What follows belongs to an exercise in optimizing a design on an open flow for small area, a short achievable clock period and few clock cycles per item; a production flow would make more cautious choices. In this exercise RTL edits were held to simulation tests only and were not proved equivalent to the original. Power figures rest on the tool's default switching activity, not on a simulated workload.

==> design/flow/design.v <==
module drum_mixer #(
    parameter N_VOICES       = 8,
    parameter NUM_DRUMS      = 16,
    parameter BUF_SIZE       = 256,
    parameter BASE_THRESHOLD = 100,
    parameter HARDEST_HIT    = 1200
) (
    input  wire        clk,
    input  wire        rst,
    input  wire        cmd_valid,
    output reg         cmd_ready,
    input  wire [47:0] cmd_word,
    input  wire        rf_valid,
    output reg         rf_ready,
    input  wire [15:0] rf_word,
    output reg         rf_done,
    output wire        srom_rd,
    output wire [7:0]  srom_drum,
    output wire [31:0] srom_pos,
    input  wire [15:0] srom_data,
    input  wire [31:0] srom_len,
    output reg         ob_we,
    output reg         ob_buf,
    output reg  [9:0]  ob_idx,
    output reg  [15:0] ob_data,
    output reg         idle,
    output reg         err,
    output wire [7:0]  nactive,
    output wire [31:0] sample_clk
);
    localparam DIV_STEPS = 2;                   
    localparam DIVISOR   = HARDEST_HIT - BASE_THRESHOLD;
    function [31:0] inc32(input [31:0] x);
        reg [31:0] c;
        integer n;
        begin
            c[0]  = 1'b1;
            for (n = 1; n < 16; n = n + 1)
                c[n] = c[n-1] & x[n-1];
            c[16] = &x[15:0];
            for (n = 17; n < 32; n = n + 1)
                c[n] = c[n-1] & x[n-1];
            inc32 = x ^ c;
        end
    endfunction
    reg [7:0]  act;
    reg [3:0]  v_drum [0:7];
    reg [11:0] v_vel  [0:7];
    reg [31:0] v_pos  [0:7];
    reg [7:0]  nz;                   
    reg [7:0]  ge [0:7];             
    reg [3:0]  nact_r;
    reg [31:0] S;                    
    reg        c_go;                 
    reg        c_cap;                
    reg        c_pend;               
    reg        c_trig;               
    reg        c_init;               
    reg [3:0]  c_cnt;                
    reg [3:0]  c_op;
    reg        c_z0, c_b0, c_idlo;   
    reg [3:0]  c_id;
    reg [15:0] c_l;                  
    reg [10:0] c_r;                  
    reg        c_sat0, c_sat1;
    reg        rq_go;                
    reg        rq_cap;               
    reg        rq_ill;               
    reg        mixing;
    reg        open;                 
    reg [8:0]  left;                 
    reg        cur_b;
    reg [7:0]  done;                 
    reg        r_val, r_first, r_emit, r_done, r_b;
    reg [7:0]  r_oh;                 
    reg [3:0]  r_drum;
    reg [31:0] r_pos;
    reg        d_val, d_rd, d_first, d_emit, d_done, d_b;
    reg [7:0]  d_oh;
    reg [31:0] d_p1;
    reg        m_val, m_rd, m_first, m_emit, m_done, m_b;
    reg [7:0]  m_oh;                 
    reg [7:0]  m_eq;                 
    reg [15:0] m_data;
    reg [18:0] acc_s, acc_c;
    reg        acc_i;
    reg        w_first;              
    assign sample_clk = S;
    assign nactive    = {4'd0, nact_r};
    reg        srom_rd_q;            
    assign srom_rd    = srom_rd_q;
    assign srom_drum  = {4'd0, r_drum};
    assign srom_pos   = r_pos;
    wire cmd_acc = cmd_valid && cmd_ready;
    wire is_nop   = (c_op == 4'd0) && c_z0 && c_idlo && (c_id == 4'd0) &&
                    (c_l == 16'd0) && c_b0;
    wire is_trig  = c_z0 && (c_op == 4'h1) && c_b0;
    wire is_trign = c_z0 && (c_op == 4'h2) && c_b0 && (c_l[15:12] == 4'd0);
    wire cmd_illegal = !(is_nop || is_trig || is_trign);
    wire cmd_alloc   = (is_trig || is_trign) && c_idlo;
    reg [10:0] dv_r;
    reg [11:0] dv_l;
    reg [11:0] dv_t;
    integer ds;
    always @(*) begin
        dv_r = c_r;
        dv_l = c_l[11:0];
        for (ds = 0; ds < DIV_STEPS; ds = ds + 1) begin
            dv_t = {dv_r, dv_l[11]};
            if (dv_t >= DIVISOR) begin
                dv_r = dv_t - DIVISOR;
                dv_l = {dv_l[10:0], 1'b1};
            end else begin
                dv_r = dv_t[10:0];
                dv_l = {dv_l[10:0], 1'b0};
            end
        end
    end
    wire [10:0] y0 = c_l[10:0] - (BASE_THRESHOLD + 1);
    wire        div_busy = c_init || (c_cnt != 4'd0);
    wire [11:0] new_vel = !c_trig ? c_l[11:0] :
                          c_sat0  ? 12'd0 :
                          c_sat1  ? 12'hFFF : c_l[11:0];
    wire rf_acc = rf_valid && rf_ready;
    wire rw_ill = (rf_word[14:10] != 5'd0) || (rf_word[9:0] > BUF_SIZE);
    wire rw_run = !rw_ill && (rf_word[9:0] != 10'd0);
    wire       kill   = m_rd && (m_eq == 8'hFF);
    wire [7:0] kill_v = kill ? m_oh : 8'd0;
    wire [7:0] act_e  = act & ~kill_v;
    wire [7:0] infl = r_oh | d_oh;
    wire [7:0] rem  = act_e & ~done;
    wire       samp_end = !open || (rem == 8'd0);
    wire [7:0] cand = (samp_end ? act_e : rem) & ~infl;
    wire [7:0] pick_oh = cand & (~cand + 8'd1);
    reg [31:0] pick_pos;
    reg [3:0]  pick_drum;
    integer pi;
    always @(*) begin
        pick_pos  = 32'd0;
        pick_drum = 4'd0;
        for (pi = 0; pi < 8; pi = pi + 1) begin
            pick_pos  = pick_pos  | (v_pos[pi]  & {32{pick_oh[pi]}});
            pick_drum = pick_drum | (v_drum[pi] & {4{pick_oh[pi]}});
        end
    end
    wire f_new   = mixing && samp_end && (left != 9'd0) &&
                   ((cand != 8'd0) || (act_e == 8'd0));
    wire f_rd    = mixing && (cand != 8'd0) && (!samp_end || (left != 9'd0));
    wire f_flush = mixing && samp_end && (left == 9'd0);
    reg [7:0] is_max;
    integer ii, jj;
    always @(*) begin
        for (ii = 0; ii < 8; ii = ii + 1) begin
            is_max[ii] = 1'b1;
            for (jj = 0; jj < 8; jj = jj + 1) begin
                if (jj > ii && !ge[ii][jj]) is_max[ii] = 1'b0;
                if (jj < ii &&  ge[jj][ii]) is_max[ii] = 1'b0;
            end
        end
    end
    wire [7:0] slot_set = (act_e != 8'hFF) ? ~act_e : is_max;
    reg [2:0] slot;
    integer si;
    always @(*) begin
        slot = 3'd0;
        for (si = 7; si >= 0; si = si - 1)
            if (slot_set[si]) slot = si[2:0];
    end
    wire do_exec = c_pend && !div_busy && !mixing && (infl == 8'd0);
    wire c_go_n   = cmd_acc;
    wire c_pend_n = c_go ? cmd_alloc : (c_pend && !do_exec);
    wire rq_go_n  = rf_acc && !rw_run;
    wire mixing_n = (rf_acc && rw_run) || (mixing && !f_flush);
    wire cnt_z_n  = !(c_go && cmd_alloc && is_trig) && !c_init && (c_cnt <= 4'd1);
    wire exec_n   = c_pend_n && cnt_z_n && !mixing && (r_oh == 8'd0);
    wire rdy_n    = !cmd_acc && !rf_acc && (!c_pend_n || exec_n);
    wire mix_stay = mixing && !f_flush;
    reg [11:0] m_vel;
    integer vi;
    always @(*) begin
        m_vel = 12'd0;
        for (vi = 0; vi < 8; vi = vi + 1)
            m_vel = m_vel | (v_vel[vi] & {12{m_oh[vi]}});
    end
    wire [15:0] s  = m_data;
    wire [11:0] v  = m_vel;
    wire [18:0] as = acc_s & {19{!m_first}};
    wire [18:0] ac = acc_c & {19{!m_first}};
    wire        ai = acc_i & !m_first;
    wire [30:0] tx, ty;
    wire t1 = (s[1] & v[11]) ^ (s[2] & v[10]) ^ (s[3] & v[9]);
    wire t2 = ((s[1] & v[11]) & (s[2] & v[10])) | ((s[1] & v[11]) & (s[3] & v[9])) | ((s[2] & v[10]) & (s[3] & v[9]));
    wire t3 = (s[2] & v[11]) ^ (s[3] & v[10]) ^ (s[4] & v[9]);
    wire t4 = ((s[2] & v[11]) & (s[3] & v[10])) | ((s[2] & v[11]) & (s[4] & v[9])) | ((s[3] & v[10]) & (s[4] & v[9]));
    wire t5 = (s[3] & v[11]) ^ (s[4] & v[10]) ^ (s[5] & v[9]);
    wire t6 = ((s[3] & v[11]) & (s[4] & v[10])) | ((s[3] & v[11]) & (s[5] & v[9])) | ((s[4] & v[10]) & (s[5] & v[9]));
    wire t7 = (s[4] & v[11]) ^ (s[5] & v[10]) ^ (s[6] & v[9]);
    wire t8 = ((s[4] & v[11]) & (s[5] & v[10])) | ((s[4] & v[11]) & (s[6] & v[9])) | ((s[5] & v[10]) & (s[6] & v[9]));
    wire t9 = (s[7] & v[8]) ^ (s[8] & v[7]);
    wire t10 = (s[7] & v[8]) & (s[8] & v[7]);
    wire t11 = (s[5] & v[11]) ^ (s[6] & v[10]) ^ (s[7] & v[9]);
    wire t12 = ((s[5] & v[11]) & (s[6] & v[10])) | ((s[5] & v[11]) & (s[7] & v[9])) | ((s[6] & v[10]) & (s[7] & v[9]));
    wire t13 = (s[0] & v[9]) ^ (s[1] & v[8]);
    wire t14 = (s[0] & v[9]) & (s[1] & v[8]);
    wire t15 = (s[0] & v[10]) ^ (s[1] & v[9]) ^ (s[2] & v[8]);
    wire t16 = ((s[0] & v[10]) & (s[1] & v[9])) | ((s[0] & v[10]) & (s[2] & v[8])) | ((s[1] & v[9]) & (s[2] & v[8]));
    wire t17 = (s[3] & v[7]) ^ (s[4] & v[6]);
    wire t18 = (s[3] & v[7]) & (s[4] & v[6]);
    wire t19 = (s[0] & v[11]) ^ (s[1] & v[10]) ^ (s[2] & v[9]);
    wire t20 = ((s[0] & v[11]) & (s[1] & v[10])) | ((s[0] & v[11]) & (s[2] & v[9])) | ((s[1] & v[10]) & (s[2] & v[9]));
    wire t21 = (s[3] & v[8]) ^ (s[4] & v[7]) ^ (s[5] & v[6]);
    wire t22 = ((s[3] & v[8]) & (s[4] & v[7])) | ((s[3] & v[8]) & (s[5] & v[6])) | ((s[4] & v[7]) & (s[5] & v[6]));
    wire t23 = (s[6] & v[5]) ^ (s[7] & v[4]);
    wire t24 = (s[6] & v[5]) & (s[7] & v[4]);
    wire t25 = (s[4] & v[8]) ^ (s[5] & v[7]) ^ (s[6] & v[6]);
    wire t26 = ((s[4] & v[8]) & (s[5] & v[7])) | ((s[4] & v[8]) & (s[6] & v[6])) | ((s[5] & v[7]) & (s[6] & v[6]));
    wire t27 = (s[7] & v[5]) ^ (s[8] & v[4]) ^ (s[9] & v[3]);
    wire t28 = ((s[7] & v[5]) & (s[8] & v[4])) | ((s[7] & v[5]) & (s[9] & v[3])) | ((s[8] & v[4]) & (s[9] & v[3]));
    wire t29 = (s[10] & v[2]) ^ (s[11] & v[1]) ^ (s[12] & v[0]);
    wire t30 = ((s[10] & v[2]) & (s[11] & v[1])) | ((s[10] & v[2]) & (s[12] & v[0])) | ((s[11] & v[1]) & (s[12] & v[0]));
    wire t31 = as[0] ^ ac[0];
    wire t32 = as[0] & ac[0];
    wire t33 = (s[5] & v[8]) ^ (s[6] & v[7]) ^ (s[7] & v[6]);
    wire t34 = ((s[5] & v[8]) & (s[6] & v[7])) | ((s[5] & v[8]) & (s[7] & v[6])) | ((s[6] & v[7]) & (s[7] & v[6]));
    wire t35 = (s[8] & v[5]) ^ (s[9] & v[4]) ^ (s[10] & v[3]);
    wire t36 = ((s[8] & v[5]) & (s[9] & v[4])) | ((s[8] & v[5]) & (s[10] & v[3])) | ((s[9] & v[4]) & (s[10] & v[3]));
    wire t37 = (s[11] & v[2]) ^ (s[12] & v[1]) ^ (s[13] & v[0]);
    wire t38 = ((s[11] & v[2]) & (s[12] & v[1])) | ((s[11] & v[2]) & (s[13] & v[0])) | ((s[12] & v[1]) & (s[13] & v[0]));
    wire t39 = as[1] ^ ac[1] ^ t2;
    wire t40 = (as[1] & ac[1]) | (as[1] & t2) | (ac[1] & t2);
    wire t41 = (s[6] & v[8]) ^ (s[7] & v[7]) ^ (s[8] & v[6]);
    wire t42 = ((s[6] & v[8]) & (s[7] & v[7])) | ((s[6] & v[8]) & (s[8] & v[6])) | ((s[7] & v[7]) & (s[8] & v[6]));
    wire t43 = (s[9] & v[5]) ^ (s[10] & v[4]) ^ (s[11] & v[3]);
    wire t44 = ((s[9] & v[5]) & (s[10] & v[4])) | ((s[9] & v[5]) & (s[11] & v[3])) | ((s[10] & v[4]) & (s[11] & v[3]));
    wire t45 = (s[12] & v[2]) ^ (s[13] & v[1]) ^ (s[14] & v[0]);
    wire t46 = ((s[12] & v[2]) & (s[13] & v[1])) | ((s[12] & v[2]) & (s[14] & v[0])) | ((s[13] & v[1]) & (s[14] & v[0]));
    wire t47 = as[2] ^ ac[2] ^ t4;
    wire t48 = (as[2] & ac[2]) | (as[2] & t4) | (ac[2] & t4);
    wire t49 = (s[9] & v[6]) ^ (s[10] & v[5]) ^ (s[11] & v[4]);
    wire t50 = ((s[9] & v[6]) & (s[10] & v[5])) | ((s[9] & v[6]) & (s[11] & v[4])) | ((s[10] & v[5]) & (s[11] & v[4]));
    wire t51 = (s[12] & v[3]) ^ (s[13] & v[2]) ^ (s[14] & v[1]);
    wire t52 = ((s[12] & v[3]) & (s[13] & v[2])) | ((s[12] & v[3]) & (s[14] & v[1])) | ((s[13] & v[2]) & (s[14] & v[1]));
    wire t53 = ~(s[15] & v[0]) ^ 1'b1 ^ as[3];
    wire t54 = (~(s[15] & v[0]) & 1'b1) | (~(s[15] & v[0]) & as[3]) | (1'b1 & as[3]);
    wire t55 = ac[3] ^ t6 ^ t7;
    wire t56 = (ac[3] & t6) | (ac[3] & t7) | (t6 & t7);
    wire t57 = (s[8] & v[8]) ^ (s[9] & v[7]) ^ (s[10] & v[6]);
    wire t58 = ((s[8] & v[8]) & (s[9] & v[7])) | ((s[8] & v[8]) & (s[10] & v[6])) | ((s[9] & v[7]) & (s[10] & v[6]));
    wire t59 = (s[11] & v[5]) ^ (s[12] & v[4]) ^ (s[13] & v[3]);
    wire t60 = ((s[11] & v[5]) & (s[12] & v[4])) | ((s[11] & v[5]) & (s[13] & v[3])) | ((s[12] & v[4]) & (s[13] & v[3]));
    wire t61 = (s[14] & v[2]) ^ ~(s[15] & v[1]) ^ as[4];
    wire t62 = ((s[14] & v[2]) & ~(s[15] & v[1])) | ((s[14] & v[2]) & as[4]) | (~(s[15] & v[1]) & as[4]);
    wire t63 = ac[4] ^ t8 ^ t10;
    wire t64 = (ac[4] & t8) | (ac[4] & t10) | (t8 & t10);
    wire t65 = (s[6] & v[11]) ^ (s[7] & v[10]) ^ (s[8] & v[9]);
    wire t66 = ((s[6] & v[11]) & (s[7] & v[10])) | ((s[6] & v[11]) & (s[8] & v[9])) | ((s[7] & v[10]) & (s[8] & v[9]));
    wire t67 = (s[9] & v[8]) ^ (s[10] & v[7]) ^ (s[11] & v[6]);
    wire t68 = ((s[9] & v[8]) & (s[10] & v[7])) | ((s[9] & v[8]) & (s[11] & v[6])) | ((s[10] & v[7]) & (s[11] & v[6]));
    wire t69 = (s[12] & v[5]) ^ (s[13] & v[4]) ^ (s[14] & v[3]);
    wire t70 = ((s[12] & v[5]) & (s[13] & v[4])) | ((s[12] & v[5]) & (s[14] & v[3])) | ((s[13] & v[4]) & (s[14] & v[3]));
    wire t71 = ~(s[15] & v[2]) ^ as[5] ^ ac[5];
    wire t72 = (~(s[15] & v[2]) & as[5]) | (~(s[15] & v[2]) & ac[5]) | (as[5] & ac[5]);
    wire t73 = (s[7] & v[11]) ^ (s[8] & v[10]) ^ (s[9] & v[9]);
    wire t74 = ((s[7] & v[11]) & (s[8] & v[10])) | ((s[7] & v[11]) & (s[9] & v[9])) | ((s[8] & v[10]) & (s[9] & v[9]));
    wire t75 = (s[10] & v[8]) ^ (s[11] & v[7]) ^ (s[12] & v[6]);
    wire t76 = ((s[10] & v[8]) & (s[11] & v[7])) | ((s[10] & v[8]) & (s[12] & v[6])) | ((s[11] & v[7]) & (s[12] & v[6]));
    wire t77 = (s[13] & v[5]) ^ (s[14] & v[4]) ^ ~(s[15] & v[3]);
    wire t78 = ((s[13] & v[5]) & (s[14] & v[4])) | ((s[13] & v[5]) & ~(s[15] & v[3])) | ((s[14] & v[4]) & ~(s[15] & v[3]));
    wire t79 = (s[8] & v[11]) ^ (s[9] & v[10]) ^ (s[10] & v[9]);
    wire t80 = ((s[8] & v[11]) & (s[9] & v[10])) | ((s[8] & v[11]) & (s[10] & v[9])) | ((s[9] & v[10]) & (s[10] & v[9]));
    wire t81 = (s[11] & v[8]) ^ (s[12] & v[7]) ^ (s[13] & v[6]);
    wire t82 = ((s[11] & v[8]) & (s[12] & v[7])) | ((s[11] & v[8]) & (s[13] & v[6])) | ((s[12] & v[7]) & (s[13] & v[6]));
    wire t83 = (s[9] & v[11]) ^ (s[10] & v[10]) ^ (s[11] & v[9]);
    wire t84 = ((s[9] & v[11]) & (s[10] & v[10])) | ((s[9] & v[11]) & (s[11] & v[9])) | ((s[10] & v[10]) & (s[11] & v[9]));
    wire t85 = (s[0] & v[6]) ^ (s[1] & v[5]);
    wire t86 = (s[0] & v[6]) & (s[1] & v[5]);
    wire t87 = (s[0] & v[7]) ^ (s[1] & v[6]) ^ (s[2] & v[5]);
    wire t88 = ((s[0] & v[7]) & (s[1] & v[6])) | ((s[0] & v[7]) & (s[2] & v[5])) | ((s[1] & v[6]) & (s[2] & v[5]));
    wire t89 = (s[3] & v[4]) ^ (s[4] & v[3]);
    wire t90 = (s[3] & v[4]) & (s[4] & v[3]);
    wire t91 = (s[0] & v[8]) ^ (s[1] & v[7]) ^ (s[2] & v[6]);
    wire t92 = ((s[0] & v[8]) & (s[1] & v[7])) | ((s[0] & v[8]) & (s[2] & v[6])) | ((s[1] & v[7]) & (s[2] & v[6]));
    wire t93 = (s[3] & v[5]) ^ (s[4] & v[4]) ^ (s[5] & v[3]);
    wire t94 = ((s[3] & v[5]) & (s[4] & v[4])) | ((s[3] & v[5]) & (s[5] & v[3])) | ((s[4] & v[4]) & (s[5] & v[3]));
    wire t95 = (s[6] & v[2]) ^ (s[7] & v[1]);
    wire t96 = (s[6] & v[2]) & (s[7] & v[1]);
    wire t97 = (s[2] & v[7]) ^ (s[3] & v[6]) ^ (s[4] & v[5]);
    wire t98 = ((s[2] & v[7]) & (s[3] & v[6])) | ((s[2] & v[7]) & (s[4] & v[5])) | ((s[3] & v[6]) & (s[4] & v[5]));
    wire t99 = (s[5] & v[4]) ^ (s[6] & v[3]) ^ (s[7] & v[2]);
    wire t100 = ((s[5] & v[4]) & (s[6] & v[3])) | ((s[5] & v[4]) & (s[7] & v[2])) | ((s[6] & v[3]) & (s[7] & v[2]));
    wire t101 = (s[8] & v[1]) ^ (s[9] & v[0]) ^ t13;
    wire t102 = ((s[8] & v[1]) & (s[9] & v[0])) | ((s[8] & v[1]) & t13) | ((s[9] & v[0]) & t13);
    wire t103 = (s[5] & v[5]) ^ (s[6] & v[4]) ^ (s[7] & v[3]);
    wire t104 = ((s[5] & v[5]) & (s[6] & v[4])) | ((s[5] & v[5]) & (s[7] & v[3])) | ((s[6] & v[4]) & (s[7] & v[3]));
    wire t105 = (s[8] & v[2]) ^ (s[9] & v[1]) ^ (s[10] & v[0]);
    wire t106 = ((s[8] & v[2]) & (s[9] & v[1])) | ((s[8] & v[2]) & (s[10] & v[0])) | ((s[9] & v[1]) & (s[10] & v[0]));
    wire t107 = t14 ^ t15 ^ t17;
    wire t108 = (t14 & t15) | (t14 & t17) | (t15 & t17);
    wire t109 = (s[8] & v[3]) ^ (s[9] & v[2]) ^ (s[10] & v[1]);
    wire t110 = ((s[8] & v[3]) & (s[9] & v[2])) | ((s[8] & v[3]) & (s[10] & v[1])) | ((s[9] & v[2]) & (s[10] & v[1]));
    wire t111 = (s[11] & v[0]) ^ t16 ^ t18;
    wire t112 = ((s[11] & v[0]) & t16) | ((s[11] & v[0]) & t18) | (t16 & t18);
    wire t113 = t19 ^ t21 ^ t23;
    wire t114 = (t19 & t21) | (t19 & t23) | (t21 & t23);
    wire t115 = ai ^ t1 ^ t20;
    wire t116 = (ai & t1) | (ai & t20) | (t1 & t20);
    wire t117 = t22 ^ t24 ^ t25;
    wire t118 = (t22 & t24) | (t22 & t25) | (t24 & t25);
    wire t119 = t27 ^ t29 ^ t31;
    wire t120 = (t27 & t29) | (t27 & t31) | (t29 & t31);
    wire t121 = t3 ^ t26 ^ t28;
    wire t122 = (t3 & t26) | (t3 & t28) | (t26 & t28);
    wire t123 = t30 ^ t32 ^ t33;
    wire t124 = (t30 & t32) | (t30 & t33) | (t32 & t33);
    wire t125 = t35 ^ t37 ^ t39;
    wire t126 = (t35 & t37) | (t35 & t39) | (t37 & t39);
    wire t127 = t5 ^ t34 ^ t36;
    wire t128 = (t5 & t34) | (t5 & t36) | (t34 & t36);
    wire t129 = t38 ^ t40 ^ t41;
    wire t130 = (t38 & t40) | (t38 & t41) | (t40 & t41);
    wire t131 = t43 ^ t45 ^ t47;
    wire t132 = (t43 & t45) | (t43 & t47) | (t45 & t47);
    wire t133 = t9 ^ t42 ^ t44;
    wire t134 = (t9 & t42) | (t9 & t44) | (t42 & t44);
    wire t135 = t46 ^ t48 ^ t49;
    wire t136 = (t46 & t48) | (t46 & t49) | (t48 & t49);
    wire t137 = t51 ^ t53 ^ t55;
    wire t138 = (t51 & t53) | (t51 & t55) | (t53 & t55);
    wire t139 = t11 ^ t50 ^ t52;
    wire t140 = (t11 & t50) | (t11 & t52) | (t50 & t52);
    wire t141 = t54 ^ t56 ^ t57;
    wire t142 = (t54 & t56) | (t54 & t57) | (t56 & t57);
    wire t143 = t59 ^ t61 ^ t63;
    wire t144 = (t59 & t61) | (t59 & t63) | (t61 & t63);
    wire t145 = t12 ^ t58 ^ t60;
    wire t146 = (t12 & t58) | (t12 & t60) | (t58 & t60);
    wire t147 = t62 ^ t64 ^ t65;
    wire t148 = (t62 & t64) | (t62 & t65) | (t64 & t65);
    wire t149 = t67 ^ t69 ^ t71;
    wire t150 = (t67 & t69) | (t67 & t71) | (t69 & t71);
    wire t151 = as[6] ^ ac[6] ^ t66;
    wire t152 = (as[6] & ac[6]) | (as[6] & t66) | (ac[6] & t66);
    wire t153 = t68 ^ t70 ^ t72;
    wire t154 = (t68 & t70) | (t68 & t72) | (t70 & t72);
    wire t155 = t73 ^ t75 ^ t77;
    wire t156 = (t73 & t75) | (t73 & t77) | (t75 & t77);
    wire t157 = (s[14] & v[5]) ^ ~(s[15] & v[4]) ^ as[7];
    wire t158 = ((s[14] & v[5]) & ~(s[15] & v[4])) | ((s[14] & v[5]) & as[7]) | (~(s[15] & v[4]) & as[7]);
    wire t159 = ac[7] ^ t74 ^ t76;
    wire t160 = (ac[7] & t74) | (ac[7] & t76) | (t74 & t76);
    wire t161 = t78 ^ t79 ^ t81;
    wire t162 = (t78 & t79) | (t78 & t81) | (t79 & t81);
    wire t163 = (s[12] & v[8]) ^ (s[13] & v[7]) ^ (s[14] & v[6]);
    wire t164 = ((s[12] & v[8]) & (s[13] & v[7])) | ((s[12] & v[8]) & (s[14] & v[6])) | ((s[13] & v[7]) & (s[14] & v[6]));
    wire t165 = ~(s[15] & v[5]) ^ as[8] ^ ac[8];
    wire t166 = (~(s[15] & v[5]) & as[8]) | (~(s[15] & v[5]) & ac[8]) | (as[8] & ac[8]);
    wire t167 = t80 ^ t82 ^ t83;
    wire t168 = (t80 & t82) | (t80 & t83) | (t82 & t83);
    wire t169 = (s[10] & v[11]) ^ (s[11] & v[10]) ^ (s[12] & v[9]);
    wire t170 = ((s[10] & v[11]) & (s[11] & v[10])) | ((s[10] & v[11]) & (s[12] & v[9])) | ((s[11] & v[10]) & (s[12] & v[9]));
    wire t171 = (s[13] & v[8]) ^ (s[14] & v[7]) ^ ~(s[15] & v[6]);
    wire t172 = ((s[13] & v[8]) & (s[14] & v[7])) | ((s[13] & v[8]) & ~(s[15] & v[6])) | ((s[14] & v[7]) & ~(s[15] & v[6]));
    wire t173 = as[9] ^ ac[9] ^ t84;
    wire t174 = (as[9] & ac[9]) | (as[9] & t84) | (ac[9] & t84);
    wire t175 = (s[11] & v[11]) ^ (s[12] & v[10]) ^ (s[13] & v[9]);
    wire t176 = ((s[11] & v[11]) & (s[12] & v[10])) | ((s[11] & v[11]) & (s[13] & v[9])) | ((s[12] & v[10]) & (s[13] & v[9]));
    wire t177 = (s[14] & v[8]) ^ ~(s[15] & v[7]) ^ as[10];
    wire t178 = ((s[14] & v[8]) & ~(s[15] & v[7])) | ((s[14] & v[8]) & as[10]) | (~(s[15] & v[7]) & as[10]);
    wire t179 = (s[12] & v[11]) ^ (s[13] & v[10]) ^ (s[14] & v[9]);
    wire t180 = ((s[12] & v[11]) & (s[13] & v[10])) | ((s[12] & v[11]) & (s[14] & v[9])) | ((s[13] & v[10]) & (s[14] & v[9]));
    wire t181 = (s[0] & v[4]) ^ (s[1] & v[3]);
    wire t182 = (s[0] & v[4]) & (s[1] & v[3]);
    wire t183 = (s[0] & v[5]) ^ (s[1] & v[4]) ^ (s[2] & v[3]);
    wire t184 = ((s[0] & v[5]) & (s[1] & v[4])) | ((s[0] & v[5]) & (s[2] & v[3])) | ((s[1] & v[4]) & (s[2] & v[3]));
    wire t185 = (s[3] & v[2]) ^ (s[4] & v[1]);
    wire t186 = (s[3] & v[2]) & (s[4] & v[1]);
    wire t187 = (s[2] & v[4]) ^ (s[3] & v[3]) ^ (s[4] & v[2]);
    wire t188 = ((s[2] & v[4]) & (s[3] & v[3])) | ((s[2] & v[4]) & (s[4] & v[2])) | ((s[3] & v[3]) & (s[4] & v[2]));
    wire t189 = (s[5] & v[1]) ^ (s[6] & v[0]) ^ t85;
    wire t190 = ((s[5] & v[1]) & (s[6] & v[0])) | ((s[5] & v[1]) & t85) | ((s[6] & v[0]) & t85);
    wire t191 = (s[5] & v[2]) ^ (s[6] & v[1]) ^ (s[7] & v[0]);
    wire t192 = ((s[5] & v[2]) & (s[6] & v[1])) | ((s[5] & v[2]) & (s[7] & v[0])) | ((s[6] & v[1]) & (s[7] & v[0]));
    wire t193 = t86 ^ t87 ^ t89;
    wire t194 = (t86 & t87) | (t86 & t89) | (t87 & t89);
    wire t195 = (s[8] & v[0]) ^ t88 ^ t90;
    wire t196 = ((s[8] & v[0]) & t88) | ((s[8] & v[0]) & t90) | (t88 & t90);
    wire t197 = t91 ^ t93 ^ t95;
    wire t198 = (t91 & t93) | (t91 & t95) | (t93 & t95);
    wire t199 = t92 ^ t94 ^ t96;
    wire t200 = (t92 & t94) | (t92 & t96) | (t94 & t96);
    wire t201 = t97 ^ t99 ^ t101;
    wire t202 = (t97 & t99) | (t97 & t101) | (t99 & t101);
    wire t203 = t98 ^ t100 ^ t102;
    wire t204 = (t98 & t100) | (t98 & t102) | (t100 & t102);
    wire t205 = t103 ^ t105 ^ t107;
    wire t206 = (t103 & t105) | (t103 & t107) | (t105 & t107);
    wire t207 = t104 ^ t106 ^ t108;
    wire t208 = (t104 & t106) | (t104 & t108) | (t106 & t108);
    wire t209 = t109 ^ t111 ^ t113;
    wire t210 = (t109 & t111) | (t109 & t113) | (t111 & t113);
    wire t211 = t110 ^ t112 ^ t114;
    wire t212 = (t110 & t112) | (t110 & t114) | (t112 & t114);
    wire t213 = t115 ^ t117 ^ t119;
    wire t214 = (t115 & t117) | (t115 & t119) | (t117 & t119);
    wire t215 = t116 ^ t118 ^ t120;
    wire t216 = (t116 & t118) | (t116 & t120) | (t118 & t120);
    wire t217 = t121 ^ t123 ^ t125;
    wire t218 = (t121 & t123) | (t121 & t125) | (t123 & t125);
    wire t219 = t122 ^ t124 ^ t126;
    wire t220 = (t122 & t124) | (t122 & t126) | (t124 & t126);
    wire t221 = t127 ^ t129 ^ t131;
    wire t222 = (t127 & t129) | (t127 & t131) | (t129 & t131);
    wire t223 = t128 ^ t130 ^ t132;
    wire t224 = (t128 & t130) | (t128 & t132) | (t130 & t132);
    wire t225 = t133 ^ t135 ^ t137;
    wire t226 = (t133 & t135) | (t133 & t137) | (t135 & t137);
    wire t227 = t134 ^ t136 ^ t138;
    wire t228 = (t134 & t136) | (t134 & t138) | (t136 & t138);
    wire t229 = t139 ^ t141 ^ t143;
    wire t230 = (t139 & t141) | (t139 & t143) | (t141 & t143);
    wire t231 = t140 ^ t142 ^ t144;
    wire t232 = (t140 & t142) | (t140 & t144) | (t142 & t144);
    wire t233 = t145 ^ t147 ^ t149;
    wire t234 = (t145 & t147) | (t145 & t149) | (t147 & t149);
    wire t235 = t146 ^ t148 ^ t150;
    wire t236 = (t146 & t148) | (t146 & t150) | (t148 & t150);
    wire t237 = t151 ^ t153 ^ t155;
    wire t238 = (t151 & t153) | (t151 & t155) | (t153 & t155);
    wire t239 = t152 ^ t154 ^ t156;
    wire t240 = (t152 & t154) | (t152 & t156) | (t154 & t156);
    wire t241 = t157 ^ t159 ^ t161;
    wire t242 = (t157 & t159) | (t157 & t161) | (t159 & t161);
    wire t243 = t158 ^ t160 ^ t162;
    wire t244 = (t158 & t160) | (t158 & t162) | (t160 & t162);
    wire t245 = t163 ^ t165 ^ t167;
    wire t246 = (t163 & t165) | (t163 & t167) | (t165 & t167);
    wire t247 = t164 ^ t166 ^ t168;
    wire t248 = (t164 & t166) | (t164 & t168) | (t166 & t168);
    wire t249 = t169 ^ t171 ^ t173;
    wire t250 = (t169 & t171) | (t169 & t173) | (t171 & t173);
    wire t251 = ac[10] ^ t170 ^ t172;
    wire t252 = (ac[10] & t170) | (ac[10] & t172) | (t170 & t172);
    wire t253 = t174 ^ t175 ^ t177;
    wire t254 = (t174 & t175) | (t174 & t177) | (t175 & t177);
    wire t255 = ~(s[15] & v[8]) ^ as[11] ^ ac[11];
    wire t256 = (~(s[15] & v[8]) & as[11]) | (~(s[15] & v[8]) & ac[11]) | (as[11] & ac[11]);
    wire t257 = t176 ^ t178 ^ t179;
    wire t258 = (t176 & t178) | (t176 & t179) | (t178 & t179);
    wire t259 = (s[13] & v[11]) ^ (s[14] & v[10]) ^ ~(s[15] & v[9]);
    wire t260 = ((s[13] & v[11]) & (s[14] & v[10])) | ((s[13] & v[11]) & ~(s[15] & v[9])) | ((s[14] & v[10]) & ~(s[15] & v[9]));
    wire t261 = as[12] ^ ac[12] ^ t180;
    wire t262 = (as[12] & ac[12]) | (as[12] & t180) | (ac[12] & t180);
    wire t263 = (s[14] & v[11]) ^ ~(s[15] & v[10]) ^ as[13];
    wire t264 = ((s[14] & v[11]) & ~(s[15] & v[10])) | ((s[14] & v[11]) & as[13]) | (~(s[15] & v[10]) & as[13]);
    wire t265 = (s[0] & v[3]) ^ (s[1] & v[2]);
    wire t266 = (s[0] & v[3]) & (s[1] & v[2]);
    wire t267 = (s[2] & v[2]) ^ (s[3] & v[1]) ^ (s[4] & v[0]);
    wire t268 = ((s[2] & v[2]) & (s[3] & v[1])) | ((s[2] & v[2]) & (s[4] & v[0])) | ((s[3] & v[1]) & (s[4] & v[0]));
    wire t269 = (s[5] & v[0]) ^ t182 ^ t183;
    wire t270 = ((s[5] & v[0]) & t182) | ((s[5] & v[0]) & t183) | (t182 & t183);
    wire t271 = t184 ^ t186 ^ t187;
    wire t272 = (t184 & t186) | (t184 & t187) | (t186 & t187);
    wire t273 = t188 ^ t190 ^ t191;
    wire t274 = (t188 & t190) | (t188 & t191) | (t190 & t191);
    wire t275 = t192 ^ t194 ^ t195;
    wire t276 = (t192 & t194) | (t192 & t195) | (t194 & t195);
    wire t277 = t196 ^ t198 ^ t199;
    wire t278 = (t196 & t198) | (t196 & t199) | (t198 & t199);
    wire t279 = t200 ^ t202 ^ t203;
    wire t280 = (t200 & t202) | (t200 & t203) | (t202 & t203);
    wire t281 = t204 ^ t206 ^ t207;
    wire t282 = (t204 & t206) | (t204 & t207) | (t206 & t207);
    wire t283 = t208 ^ t210 ^ t211;
    wire t284 = (t208 & t210) | (t208 & t211) | (t210 & t211);
    wire t285 = t212 ^ t214 ^ t215;
    wire t286 = (t212 & t214) | (t212 & t215) | (t214 & t215);
    wire t287 = t216 ^ t218 ^ t219;
    wire t288 = (t216 & t218) | (t216 & t219) | (t218 & t219);
    wire t289 = t220 ^ t222 ^ t223;
    wire t290 = (t220 & t222) | (t220 & t223) | (t222 & t223);
    wire t291 = t224 ^ t226 ^ t227;
    wire t292 = (t224 & t226) | (t224 & t227) | (t226 & t227);
    wire t293 = t228 ^ t230 ^ t231;
    wire t294 = (t228 & t230) | (t228 & t231) | (t230 & t231);
    wire t295 = t232 ^ t234 ^ t235;
    wire t296 = (t232 & t234) | (t232 & t235) | (t234 & t235);
    wire t297 = t236 ^ t238 ^ t239;
    wire t298 = (t236 & t238) | (t236 & t239) | (t238 & t239);
    wire t299 = t240 ^ t242 ^ t243;
    wire t300 = (t240 & t242) | (t240 & t243) | (t242 & t243);
    wire t301 = t244 ^ t246 ^ t247;
    wire t302 = (t244 & t246) | (t244 & t247) | (t246 & t247);
    wire t303 = t248 ^ t250 ^ t251;
    wire t304 = (t248 & t250) | (t248 & t251) | (t250 & t251);
    wire t305 = t252 ^ t254 ^ t255;
    wire t306 = (t252 & t254) | (t252 & t255) | (t254 & t255);
    wire t307 = t256 ^ t258 ^ t259;
    wire t308 = (t256 & t258) | (t256 & t259) | (t258 & t259);
    wire t309 = ac[13] ^ t260 ^ t262;
    wire t310 = (ac[13] & t260) | (ac[13] & t262) | (t260 & t262);
    wire t311 = ~(s[15] & v[11]) ^ as[14] ^ ac[14];
    wire t312 = (~(s[15] & v[11]) & as[14]) | (~(s[15] & v[11]) & ac[14]) | (as[14] & ac[14]);
    wire t313 = 1'b1 ^ as[15];
    wire t314 = 1'b1 & as[15];
    wire t315 = 1'b1 ^ as[16];
    wire t316 = 1'b1 & as[16];
    wire t317 = 1'b1 ^ as[17];
    wire t318 = 1'b1 & as[17];
    wire t319 = 1'b1 ^ as[18];
    wire t320 = 1'b1 & as[18];
    wire t321 = (s[0] & v[2]) ^ (s[1] & v[1]);
    wire t322 = (s[0] & v[2]) & (s[1] & v[1]);
    wire t323 = (s[2] & v[1]) ^ (s[3] & v[0]) ^ t265;
    wire t324 = ((s[2] & v[1]) & (s[3] & v[0])) | ((s[2] & v[1]) & t265) | ((s[3] & v[0]) & t265);
    wire t325 = t181 ^ t266 ^ t267;
    wire t326 = (t181 & t266) | (t181 & t267) | (t266 & t267);
    wire t327 = t185 ^ t268 ^ t269;
    wire t328 = (t185 & t268) | (t185 & t269) | (t268 & t269);
    wire t329 = t189 ^ t270 ^ t271;
    wire t330 = (t189 & t270) | (t189 & t271) | (t270 & t271);
    wire t331 = t193 ^ t272 ^ t273;
    wire t332 = (t193 & t272) | (t193 & t273) | (t272 & t273);
    wire t333 = t197 ^ t274 ^ t275;
    wire t334 = (t197 & t274) | (t197 & t275) | (t274 & t275);
    wire t335 = t201 ^ t276 ^ t277;
    wire t336 = (t201 & t276) | (t201 & t277) | (t276 & t277);
    wire t337 = t205 ^ t278 ^ t279;
    wire t338 = (t205 & t278) | (t205 & t279) | (t278 & t279);
    wire t339 = t209 ^ t280 ^ t281;
    wire t340 = (t209 & t280) | (t209 & t281) | (t280 & t281);
    wire t341 = t213 ^ t282 ^ t283;
    wire t342 = (t213 & t282) | (t213 & t283) | (t282 & t283);
    wire t343 = t217 ^ t284 ^ t285;
    wire t344 = (t217 & t284) | (t217 & t285) | (t284 & t285);
    wire t345 = t221 ^ t286 ^ t287;
    wire t346 = (t221 & t286) | (t221 & t287) | (t286 & t287);
    wire t347 = t225 ^ t288 ^ t289;
    wire t348 = (t225 & t288) | (t225 & t289) | (t288 & t289);
    wire t349 = t229 ^ t290 ^ t291;
    wire t350 = (t229 & t290) | (t229 & t291) | (t290 & t291);
    wire t351 = t233 ^ t292 ^ t293;
    wire t352 = (t233 & t292) | (t233 & t293) | (t292 & t293);
    wire t353 = t237 ^ t294 ^ t295;
    wire t354 = (t237 & t294) | (t237 & t295) | (t294 & t295);
    wire t355 = t241 ^ t296 ^ t297;
    wire t356 = (t241 & t296) | (t241 & t297) | (t296 & t297);
    wire t357 = t245 ^ t298 ^ t299;
    wire t358 = (t245 & t298) | (t245 & t299) | (t298 & t299);
    wire t359 = t249 ^ t300 ^ t301;
    wire t360 = (t249 & t300) | (t249 & t301) | (t300 & t301);
    wire t361 = t253 ^ t302 ^ t303;
    wire t362 = (t253 & t302) | (t253 & t303) | (t302 & t303);
    wire t363 = t257 ^ t304 ^ t305;
    wire t364 = (t257 & t304) | (t257 & t305) | (t304 & t305);
    wire t365 = t261 ^ t306 ^ t307;
    wire t366 = (t261 & t306) | (t261 & t307) | (t306 & t307);
    wire t367 = t263 ^ t308 ^ t309;
    wire t368 = (t263 & t308) | (t263 & t309) | (t308 & t309);
    wire t369 = t264 ^ t310 ^ t311;
    wire t370 = (t264 & t310) | (t264 & t311) | (t310 & t311);
    wire t371 = ac[15] ^ t312 ^ t313;
    wire t372 = (ac[15] & t312) | (ac[15] & t313) | (t312 & t313);
    wire t373 = ac[16] ^ t314 ^ t315;
    wire t374 = (ac[16] & t314) | (ac[16] & t315) | (t314 & t315);
    wire t375 = ac[17] ^ t316 ^ t317;
    wire t376 = (ac[17] & t316) | (ac[17] & t317) | (t316 & t317);
    wire t377 = ac[18] ^ t318 ^ t319;
    wire t378 = (ac[18] & t318) | (ac[18] & t319) | (t318 & t319);
    assign tx[0] = (s[0] & v[0]);
    assign ty[0] = 1'b0;
    assign tx[1] = (s[0] & v[1]);
    assign ty[1] = (s[1] & v[0]);
    assign tx[2] = (s[2] & v[0]);
    assign ty[2] = t321;
    assign tx[3] = t322;
    assign ty[3] = t323;
    assign tx[4] = t324;
    assign ty[4] = t325;
    assign tx[5] = t326;
    assign ty[5] = t327;
    assign tx[6] = t328;
    assign ty[6] = t329;
    assign tx[7] = t330;
    assign ty[7] = t331;
    assign tx[8] = t332;
    assign ty[8] = t333;
    assign tx[9] = t334;
    assign ty[9] = t335;
    assign tx[10] = t336;
    assign ty[10] = t337;
    assign tx[11] = t338;
    assign ty[11] = t339;
    assign tx[12] = t340;
    assign ty[12] = t341;
    assign tx[13] = t342;
    assign ty[13] = t343;
    assign tx[14] = t344;
    assign ty[14] = t345;
    assign tx[15] = t346;
    assign ty[15] = t347;
    assign tx[16] = t348;
    assign ty[16] = t349;
    assign tx[17] = t350;
    assign ty[17] = t351;
    assign tx[18] = t352;
    assign ty[18] = t353;
    assign tx[19] = t354;
    assign ty[19] = t355;
    assign tx[20] = t356;
    assign ty[20] = t357;
    assign tx[21] = t358;
    assign ty[21] = t359;
    assign tx[22] = t360;
    assign ty[22] = t361;
    assign tx[23] = t362;
    assign ty[23] = t363;
    assign tx[24] = t364;
    assign ty[24] = t365;
    assign tx[25] = t366;
    assign ty[25] = t367;
    assign tx[26] = t368;
    assign ty[26] = t369;
    assign tx[27] = t370;
    assign ty[27] = t371;
    assign tx[28] = t372;
    assign ty[28] = t373;
    assign tx[29] = t374;
    assign ty[29] = t375;
    assign tx[30] = t376;
    assign ty[30] = t377;
    wire        lo_c = ({1'b0, tx[11:0]} + {1'b0, ty[11:0]}) >> 12;
    wire [19:0] acc_w = {acc_s, 1'b1} + {acc_c, acc_i};
    wire [18:0] acc   = acc_w[19:1];
    wire        sat_hi  = !acc[18] && (acc[17:11] != 7'h00);
    wire        sat_lo  =  acc[18] && (acc[17:11] != 7'h7F);
    wire [11:0] mix     = sat_hi ? 12'h7FF : sat_lo ? 12'h800 : acc[11:0];
    always @(posedge clk) begin
        if (rst) begin
            cmd_ready <= 1'b0;
            rf_ready  <= 1'b0;
            c_cap     <= 1'b1;
            rq_cap    <= 1'b1;
            c_go      <= 1'b0;
            c_pend    <= 1'b0;
            c_init    <= 1'b0;
            c_cnt     <= 4'd0;
            rq_go     <= 1'b0;
            mixing    <= 1'b0;
            err       <= 1'b0;
            S         <= 32'd0;
            act       <= 8'd0;
            r_val     <= 1'b0;
            srom_rd_q <= 1'b0;
            d_val     <= 1'b0;
            m_val     <= 1'b0;
            ob_we     <= 1'b0;
            rf_done   <= 1'b0;
            w_first   <= 1'b1;
            idle      <= 1'b0;
        end else begin
            cmd_ready <= rdy_n;
            rf_ready  <= rdy_n && !mix_stay;
            c_cap     <= rdy_n;
            rq_cap    <= rdy_n && !mix_stay;
            c_go      <= c_go_n;
            c_pend    <= c_pend_n;
            rq_go     <= rq_go_n;
            mixing    <= mixing_n;
            if ((c_go && cmd_illegal) || (rq_go && rq_ill))
                err <= 1'b1;
            if (c_go) begin
                c_init <= cmd_alloc && is_trig;
            end else if (c_init) begin
                c_init <= 1'b0;
                c_cnt  <= 4'd12 / DIV_STEPS;
            end else if (c_cnt != 4'd0) begin
                c_cnt  <= c_cnt - 4'd1;
            end
            if (f_new)
                S <= inc32(S);
            act <= act_e;
            if (do_exec)
                act[slot] <= 1'b1;
            r_val   <= f_new || f_rd || f_flush || rq_go;
            srom_rd_q <= f_rd;
            d_val   <= r_val;
            m_val   <= d_val;
            ob_we   <= m_val && m_emit;
            rf_done <= m_val && m_done;
            if (m_val && m_emit)
                w_first <= 1'b0;
            if (m_val && m_done)
                w_first <= 1'b1;
            idle <= !mixing && !c_pend && !c_go && !rq_go && !r_val && !d_val &&
                    !m_val && !cmd_acc && !rf_acc;
        end
    end
    integer q;
    always @(posedge clk) begin
        if (c_cap) begin
            c_op   <= cmd_word[47:44];
            c_z0   <= (cmd_word[43:40] == 4'd0);
            c_idlo <= (cmd_word[39:36] == 4'd0);
            c_id   <= cmd_word[35:32];
            c_b0   <= (cmd_word[15:0] == 16'd0);
        end
        if (c_init) begin
            c_sat0 <= (c_l <= BASE_THRESHOLD);
            c_sat1 <= (c_l >= HARDEST_HIT);
            c_r    <= y0;
        end else if (c_cnt != 4'd0) begin
            c_r    <= dv_r;
        end
        if (c_init)
            c_l    <= {4'd0, 1'b1, ~y0};
        else if (c_cnt != 4'd0)
            c_l    <= {4'd0, dv_l};
        else if (c_cap)
            c_l    <= cmd_word[31:16];
        if (c_go)
            c_trig <= is_trig;
        if (rq_cap) begin
            left   <= rf_word[8:0];
            rq_ill <= rw_ill;
            cur_b <= rf_word[15];
        end
        if (rq_cap)
            open <= 1'b0;
        if (f_new) begin
            open <= 1'b1;
            left <= left - 9'd1;
            done <= 8'd0;
        end
        if (f_rd) begin
            if (!samp_end) done <= done | pick_oh;
            else           done <= pick_oh;
        end
        nz <= nz | d_oh;
        for (q = 0; q < 8; q = q + 1)
            if ((do_exec && slot == q) || d_oh[q])
                v_pos[q] <= d_rd ? d_p1 : 32'd0;
        if (do_exec) begin
            nz[slot]     <= 1'b0;
            v_drum[slot] <= c_id;
            v_vel[slot]  <= new_vel;
            for (q = 0; q < 8; q = q + 1) begin
                if (q < slot) ge[q][slot] <= 1'b1;
                if (q > slot) ge[slot][q] <= !nz[q];
            end
        end
        nact_r <= act[0] + act[1] + act[2] + act[3] + act[4] + act[5] + act[6] + act[7];
        r_oh    <= f_rd ? pick_oh : 8'd0;
        r_first <= f_new;
        r_emit  <= (f_new && open) || f_flush;
        r_done  <= f_flush || rq_go;
        r_b     <= cur_b;
        r_drum  <= pick_drum;
        r_pos   <= pick_pos;
        d_rd    <= |r_oh;
        d_oh    <= r_oh;
        d_first <= r_first;
        d_emit  <= r_emit;
        d_done  <= r_done;
        d_b     <= r_b;
        d_p1    <= inc32(r_pos);
        m_rd    <= d_rd;
        m_first <= d_val && d_first;
        m_emit  <= d_emit;
        m_done  <= d_done;
        m_b     <= d_b;
        m_oh    <= d_oh;
        m_data  <= srom_data;
        for (q = 0; q < 8; q = q + 1)
            m_eq[q] <= (srom_len[4*q +: 4] == d_p1[4*q +: 4]);
        acc_s   <= tx[30:12];
        acc_c   <= ty[30:12];
        acc_i   <= lo_c;
        ob_buf  <= m_b;
        ob_data <= {4'b0011, ~mix[11], mix[10:0]};
        if (m_val && m_emit)
            ob_idx <= w_first ? 10'd0 : inc32({22'd0, ob_idx});
    end
endmodule
==> design/flow/flow/run.sh <==
#!/bin/bash
# The standard layout, with two changes: the port buffers are buf_2 cells
# instead of the flow's default (a slow delay buffer), and clock tree
# synthesis inserts no dummy loads.  Everything else is standard.sh.
set -euo pipefail
bash standard.sh \
  "BUFFER_PORTS_ARGS=-buffer_cell sky130_fd_sc_hd__buf_2" \
  "CTS_ARGS=-sink_clustering_enable -repair_clock_nets -buf_list sky130_fd_sc_hd__clkbuf_16 -dont_use_dummy_load" \
  finish > make_finish.log 2>&1
==> design/flow/standard.sh <==
#!/bin/bash
# synth_recipe.tcl (not shown) runs the flow's synth.tcl, then flattens the netlist and writes it again
# the make line also repeats each setting of config.mk as NAME=value (left out here)
make -C /OpenROAD-flow-scripts/flow DESIGN_CONFIG=/design/flow/config.mk WORK_HOME=/design/flow/orfs CLKGATE_MAP_FILE= SYNTH_SCRIPT=/design/flow/synth_recipe.tcl "${@:-finish}"
==> design/flow/config.mk <==
export PLATFORM = sky130hd
export DESIGN_NAME = drum_mixer
export DESIGN_NICKNAME = drum_mixer
export VERILOG_FILES = /design/flow/design.v
export SDC_FILE = /design/flow/constraint.sdc
export NUM_CORES = 4
export LEC_CHECK = 0
export CAP_MARGIN = 20
export CORE_MARGIN = 2
export CORE_UTILIZATION = 60
export SLEW_MARGIN = 20
==> design/flow/constraint.sdc <==
create_clock -name core_clock -period 26.0 [get_ports {clk}]
set_input_delay 5.2000 -clock core_clock [delete_from_list [all_inputs] [get_ports {clk}]]
set_output_delay 5.2000 -clock core_clock [all_outputs]
set_load 0.01 [all_outputs]
==> results_dict.tcl, run 1 <==
set metrics [dict create \
    cts_made_buffers 75 \
    gr-usage-met1 0.357 \
    top_usage_layer "met2" \
    rows 87 \
    avgRoutedWirePerCell_um 21.7 \
    track_usage 0.275 \
    hold_ws_ns 0.311 \
    setup_violations 0 \
    die-area_mm2 0.0595 \
    crit_buf_inv 1 \
    ys_ff_latch 738 \
    rsz0062_at_grt "no" \
    initial_utilization 0.610 \
    clock-sinks 738 \
    cp.required_ns 26.53 \
    p_leak_uw 0.0154 \
    max_stage_delay_ns 0.62 \
    coreArea_mm2 0.0566 \
    hold_path_class "flip-flop to flip-flop" \
    grt_max_degree 63 \
    h-tree-depth 3 \
    clk_latency_ns 0.63 \
    fin_nets 3386 \
    ir_drop_v 0.0000707 \
    grt_first_pass_wirelength_mm 126 \
    cap_violations 0 \
    vias 22000 \
    crit_top_cell "a21oi_1" \
    antenna_found_initial 0 \
    cp.depth 7 \
    p_per_area_mw_per_mm2 76.1 \
    synthTopCellsByCount "edfxtp_1 (477), nand2_1 (271), dfxtp_1 (261)" \
    synth-edff-count 477 \
    die_w_um 244 \
    crit_chain "buf_2, nor4_1, a21oi_1, or4_1, a31oi_1, nand3_1, a21oi_1" \
    crit_type "primary input to flip-flop" \
    crit_arrival_ns 7.03 \
    tns_ns 0 \
    io_pins 230 \
    synthDistinctLibCells 79 \
    first_iter_violations 1458 \
    ys_seq_area_frac 0.566 \
    n_antenna_cell 0 \
    post_cts_resized 0 \
    synthFlopType "edfxtp_1" \
    worstMarginPinSlew_ns 1.09 \
    areaGrowthSynthToFinish_pct 10.6 \
    avgSynthCellArea_um2 12.5 \
    critPathSlowestCell "nor4_1" \
    grt.met3_usage 0.0478 \
    clockBufferDepth 3 \
    status "no timing/DRC/antenna violations" \
    hold_violations 0 \
    ys_top_cells_by_area "edfxtp_1 (41%), dfxtp_1 (15%), fa_1 (10%), ha_1 (4.5%), nand2_1 (2.9%)" \
    drc 0 \
    detail_route.vias_per_cell 5.90 \
    worst_r2r_path_depth 18 \
    cts_root_buf "clkbuf_16" \
    wirelength_mm 80.8 \
    relSlewSlack 0.271 \
    whs_path_depth 0 \
    min_period_over_period 0.250 \
    start_kind "primary input" \
    place_hpwl_mm 53.5 \
    yosys_warnings 2 \
    met2_usage 0.472 \
    yosysTopAreaCell "edfxtp_1" \
    final_antenna_net_count 0 \
    synth.most_common_cell "edfxtp_1" \
    fillers 4241 \
    drive_gt1_frac 0.128 \
    path_max_fanout 2 \
    worst_clock_skew_ns 0.0956 \
    cts_setup_buffers 0 \
    maxSlewViolCount 0 \
    fin_crit_ns 6.50 \
    cts_hold_buf 0 \
    grt_pass1_vias 22800 \
    globalRouteOverflowTotal 0 \
    endpoint_kind "flip-flop" \
    gp_congestion 0.912 \
    netlist_instances 2768 \
    netlist.area_leader.share 0.415 \
    die_h_um 244 \
    fmax_ghz 0.154 \
    crit_family "simple AND/OR/NAND/NOR gates" \
    path_clk_slew_ns 0.06 \
    numPortBuffers 217 \
    dr.pass1.iters 5 \
    tritoncts "yes" \
    synthArstFlopShare 0 \
    syn_area_mm2 0.0345 \
]
[where the power goes]
part | switching (uW) | internal [uW]
sequential | 64.5 | 1350
clock | 397 | 505
combinational | 347 | 244
total | 808 | 2100
[layout by cell type, fill, tap and decap left out, drive strengths merged, types with 38 or more instances in the layout]
cell | netlist | routed
buf | 37 | 250
nand2 | 271 | 271
a21oi | 88 | 88
nor4 | 38 | 38
mux2i | 43 | 43
edfxtp | 477 | 477
o21ai | 111 | 111
a221oi | 38 | 38
inv | 211 | 211
a22oi | 85 | 85
ha | 124 | 124
fa | 176 | 176
nor2 | 138 | 138
dfxtp | 261 | 261
clkbuf | 98 | 75
and2 | 125 | 125
xor2 | 57 | 57
[final timing paths]
check             slack [ns]  startpoint  endpoint
setup reg to reg       20.88     m_oh[5]     acc_i
setup / recovery       19.50  rf_word[0]    mixing
hold reg to reg         0.31     r_first   d_first
hold / removal          0.31     r_first   d_first
[cell families after synthesis]
group / after synthesis / synth area share
other: 2 / 0.000218
adders and majority gates: 300 / 0.147
buffers and inverters: 346 / 0.0416
xor gates and xnor gates: 85 / 0.0216
and+or+nand+nor: 758 / 0.109
muxes: 52 / 0.0154
AOI/OAI and AO/OA: 487 / 0.0992
DFF: 738 / 0.566
[metrics by stage]
stage / area, um2 / cells / util / total power (uW) / setup slack, ns
after CTS: 38200 / 3724 / 0.674 / 2920 / 19.48
after global routing: 38200 / 3724 / 0.674 / 3050 / 19.43
after detailed placement: 36300 / 3649 / 0.641 / 2030 / 18.84
final: 38200 / 3724 / 0.674 / 2910 / 19.50
after global placement: 36300 / 3649 / 0.641 / 2000 / 18.90
after floorplan: 34600 / 2778 / - / 1860 / 19.43
[registers in the layout (all words and copies together) (netlist names), 7 cells and up]
signal   cells
S           32
acc_c       19
acc_s       19
act          8
c_l         16
c_r         11
d_oh         8
d_p1        32
done         8
ge          28
left         9
m_data      16
m_eq         8
m_oh         8
nz           7
ob_data     12
ob_idx      10
r_oh         8
r_pos       32
v_drum      32
v_pos      256
v_vel       96
[layout make-up]
cell class | instances | area, um2 | share of cell area
Inverter | 211 | 792 | 0.0207
Sequential cell | 738 | 19500 | 0.512
Multi-Input combinational cell | 1694 | 13700 | 0.358
Tap cell | 756 | 946 | 0.0248
Timing Repair Buffer | 250 | 1340 | 0.0350
Clock buffer | 75 | 1880 | 0.0492
[metal layers]
| layer | vias to the layer above | share of wire | wire length [um] |
|---|---|---|---|
| li1 | 10100 | - | - |
| met1 | 11000 | 0.41 | 33000 |
| met2 | 694 | 0.50 | 40500 |
| met3 | 142 | 0.064 | 5180 |
| met4 | 0 | 0.028 | 2240 |
| met5 | - | 0 | 0 |
Testbench counts, summed over its fixed seeds: cycles 128,467, items 24,576.
==> run 2: changes to the inputs <==
--- a/design/flow/config.mk
+++ b/design/flow/config.mk
@@ -7,5 +7,5 @@
 export LEC_CHECK = 0
 export CAP_MARGIN = 20
 export CORE_MARGIN = 2
-export CORE_UTILIZATION = 60
+export CORE_UTILIZATION = 50
 export SLEW_MARGIN = 20
==> run 2 against run 1 <==
Total power grew 0.44%. Flip-flop and latch count is the same. Largest cell class unchanged. Non-clock buffer count up 4. Combinational power is 3% lower. Critical endpoint unchanged. Area after synthesis unchanged. Critical path type unchanged. Final area up 0.68%. Global-route usage decreased by 3.8 points. Setup slack lost 0.062 ns. Sequential power about the same.
==> results_dict.tcl, run 2 <==
set metrics [dict create \
    status "no timing/DRC/antenna violations" \
    clock-sinks 738 \
    h-tree-depth 3 \
    worstMarginPinSlew_ns 1.06 \
    maxSlewViolCount 0 \
    path_max_fanout 2 \
    final_antenna_net_count 0 \
    vias 22000 \
    grt_pass1_vias 22700 \
    clockBufferDepth 3 \
    p_leak_uw 0.0154 \
    syn_area_mm2 0.0345 \
    track_usage 0.237 \
    yosysTopAreaCell "edfxtp_1" \
    crit_arrival_ns 7.11 \
    wirelength_mm 83.4 \
    synthTopCellsByCount "edfxtp_1 (477), nand2_1 (271), dfxtp_1 (261)" \
    crit_top_cell "a21oi_1" \
    hold_path_class "flip-flop to flip-flop" \
    initial_utilization 0.504 \
    drc 0 \
    cts_made_buffers 78 \
    hold_violations 0 \
    worst_clock_skew_ns 0.0969 \
    largest_reg_flops 256 \
    rows 96 \
    tritoncts "yes" \
    post_cts_resized 0 \
    endpoint_kind "flip-flop" \
    netlist_instances 2768 \
    avgRoutedWirePerCell_um 21.6 \
    dr.pass1.iters 8 \
    layout_commonest_cell "edfxtp_1" \
    yosys_warnings 2 \
    netlist.area_leader.share 0.415 \
    pwr-share-comb 0.197 \
    min_period_over_period 0.253 \
    synthArstFlopShare 0 \
    detail_route.vias_per_cell 5.69 \
    synth.most_common_cell "edfxtp_1" \
    avgSynthCellArea_um2 12.5 \
    n_antenna_cell 0 \
    synth-edff-count 477 \
    pre_cts_ws_ns 18.76 \
    die-area_mm2 0.0712 \
    fin_nets 3393 \
    pwr-share-seq 0.484 \
    drive_gt1_frac 0.130 \
    hold_ws_ns 0.318 \
    relSlewSlack 0.293 \
    cts_root_buf "clkbuf_16" \
    crit_family "simple AND/OR/NAND/NOR gates" \
    fin_crit_ns 6.57 \
    fillers 5707 \
    netSwitchingPower_uw 803 \
    p_total_uw 2920 \
    path_clk_slew_ns 0.06 \
    globalRouteOverflowTotal 0 \
    grt_max_degree 75 \
    areaGrowthSynthToFinish_pct 11.3 \
    ys_ff_latch 738 \
    ys_top_cells_by_area "edfxtp_1 (41%), dfxtp_1 (15%), fa_1 (10%), ha_1 (4.5%), nand2_1 (2.9%)" \
    die_w_um 267 \
    setup_violations 0 \
    largest_registers "v_pos x256, v_vel x96" \
    crit_type "primary input to flip-flop" \
    synthDistinctLibCells 79 \
    clk_latency_ns 0.65 \
    cp.required_ns 26.54 \
    fmax_ghz 0.152 \
    p_per_area_mw_per_mm2 75.9 \
    start_kind "primary input" \
    crit_buf_inv 1 \
    crit_chain "buf_2, nor4_1, a21oi_1, or4_1, a31oi_1, nand3_1, a21oi_1" \
    fin_area_mm2 0.0384 \
    rsz0062_at_grt "no" \
    cts_setup_buffers 0 \
    swShare 0.275 \
    max_stage_delay_ns 0.62 \
    regMostFlops "v_pos" \
    first_iter_violations 1799 \
    place_hpwl_mm 54.8 \
    dpl-instance-area_mm2 0.0365 \
    ir_drop_v 0.0000589 \
    internal_power_uw 2120 \
    cts_hold_buf 0 \
    worst_slack_ns 19.43 \
    clkPwrFrac 0.319 \
    gp_congestion 0.876 \
    antenna_found_initial 1 \
    tns_ns 0 \
    numPortBuffers 217 \
    grt_first_pass_wirelength_mm 129 \
    synthFlopType "edfxtp_1" \
    ys_seq_area_frac 0.566 \
    die_h_um 267 \
    critPathSlowestCell "nor4_1" \
    layout_common_cells "edfxtp_1 (477), nand2_1 (271), dfxtp_1 (260), buf_2 (217), inv_1 (209)" \
    cap_violations 0 \
    io_pins 230 \
    coreArea_mm2 0.0685 \
]
run 2: logic make-up (layout without fill, tap and decap cells):
kind of cell	count (synthesis)	count (layout)	share of synthesized area
adder cells (fa/ha/maj)	300	300	0.147
buffers and inverters	346	543	0.0416
AO/OA/AOI/OAI	487	487	0.0992
flip-flops	738	738	0.566
AND/OR/NAND/NOR	758	758	0.109
multiplexers	52	52	0.0154
other	2	12	0.000218
XOR/XNOR	85	85	0.0216
run 2: power groups by stage:
| stage | clock (uW) | sequential, uW | combinational [uW] |
|---|---|---|---|
| 6_report | 930 | 1410 | 575 |
| 5_1_grt | 992 | 1420 | 670 |
| 4_1_cts | 953 | 1410 | 584 |
| 3_5_place_dp | 0 | 1440 | 579 |
| 3_3_place_gp | 0 | 1430 | 558 |
| 2_1_floorplan | 0 | 1410 | 450 |
run 2: path summary, 6_finish.rpt:
kind               from  cells after the start  slack [ns]  endpoint
max reg2reg     m_oh[2]                     10       20.68   done[5]
min reg2reg      r_done                      0        0.32    d_done
max          rf_word[4]                      7       19.43    mixing
min              r_done                      0        0.32    d_done
run 2: layer usage:
layer	vias to the layer above	global-route usage	routed length, um
li1	10200	-	-
met1	11000	0.313	35100
met2	675	0.400	40800
met3	150	0.0393	5100
met4	2	0.0735	2320
met5	-	0	13
run 2: layout make-up:
class	instances	area [um2]	share of cell area
repair buffers	254	1360	0.0355
clock buffers	78	1950	0.0508
well taps	882	1100	0.0287
flip-flops and latches	738	19600	0.509
multi-input cells	1694	13700	0.356
inverters	211	792	0.0206
run 2: worst register-to-register path: stages, from the launching register on:
cell,delay (ns)
dfxtp_1,0.83
inv_1,0.13
o41ai_2,0.75
o22ai_2,0.18
nor4_4,0.49
a21oi_1,0.24
o22ai_1,0.52
nor4_1,0.25
a21oi_4,0.52
buf_4,0.59
nand2b_1,0.47
run 2: metrics by stage:
| step | util | std cells |
|---|---|---|
| floorplan | - | 2778 |
| global route | 0.561 | 3857 |
| finish | 0.561 | 3857 |
| detailed placement | 0.533 | 3779 |
| global placement | 0.533 | 3779 |
| CTS | 0.561 | 3857 |

static timing again, ports no longer ideal:
No port has a modelled driver above. Below, the same layouts with a new extraction and two added sets of constraints. Step 1 assumes that a clkbuf_16 drives the clock port and a buf_2 every other input. Step 2 also shifts input and output timing later by t, the mid clock arrival at the registers, as if the neighbouring blocks saw the same clock. Three values: ideal ports, drivers, drivers and shift; two values: the first two.
run	shift t [ns]	setup slack, ns	worst register clock-pin slew, ns	pins driven straight from the clock port
run 1	0.649	19.495 / 19.493 / 18.893	0.06 / 0.06	1
run 2	0.662	19.434 / 19.477 / 18.816	0.06 / 0.06	1
After both steps every run listed still meets setup and hold. The setup slack of run 2, which loses most, moves by +0.043 ns with the drivers and by -0.618 ns with both steps.
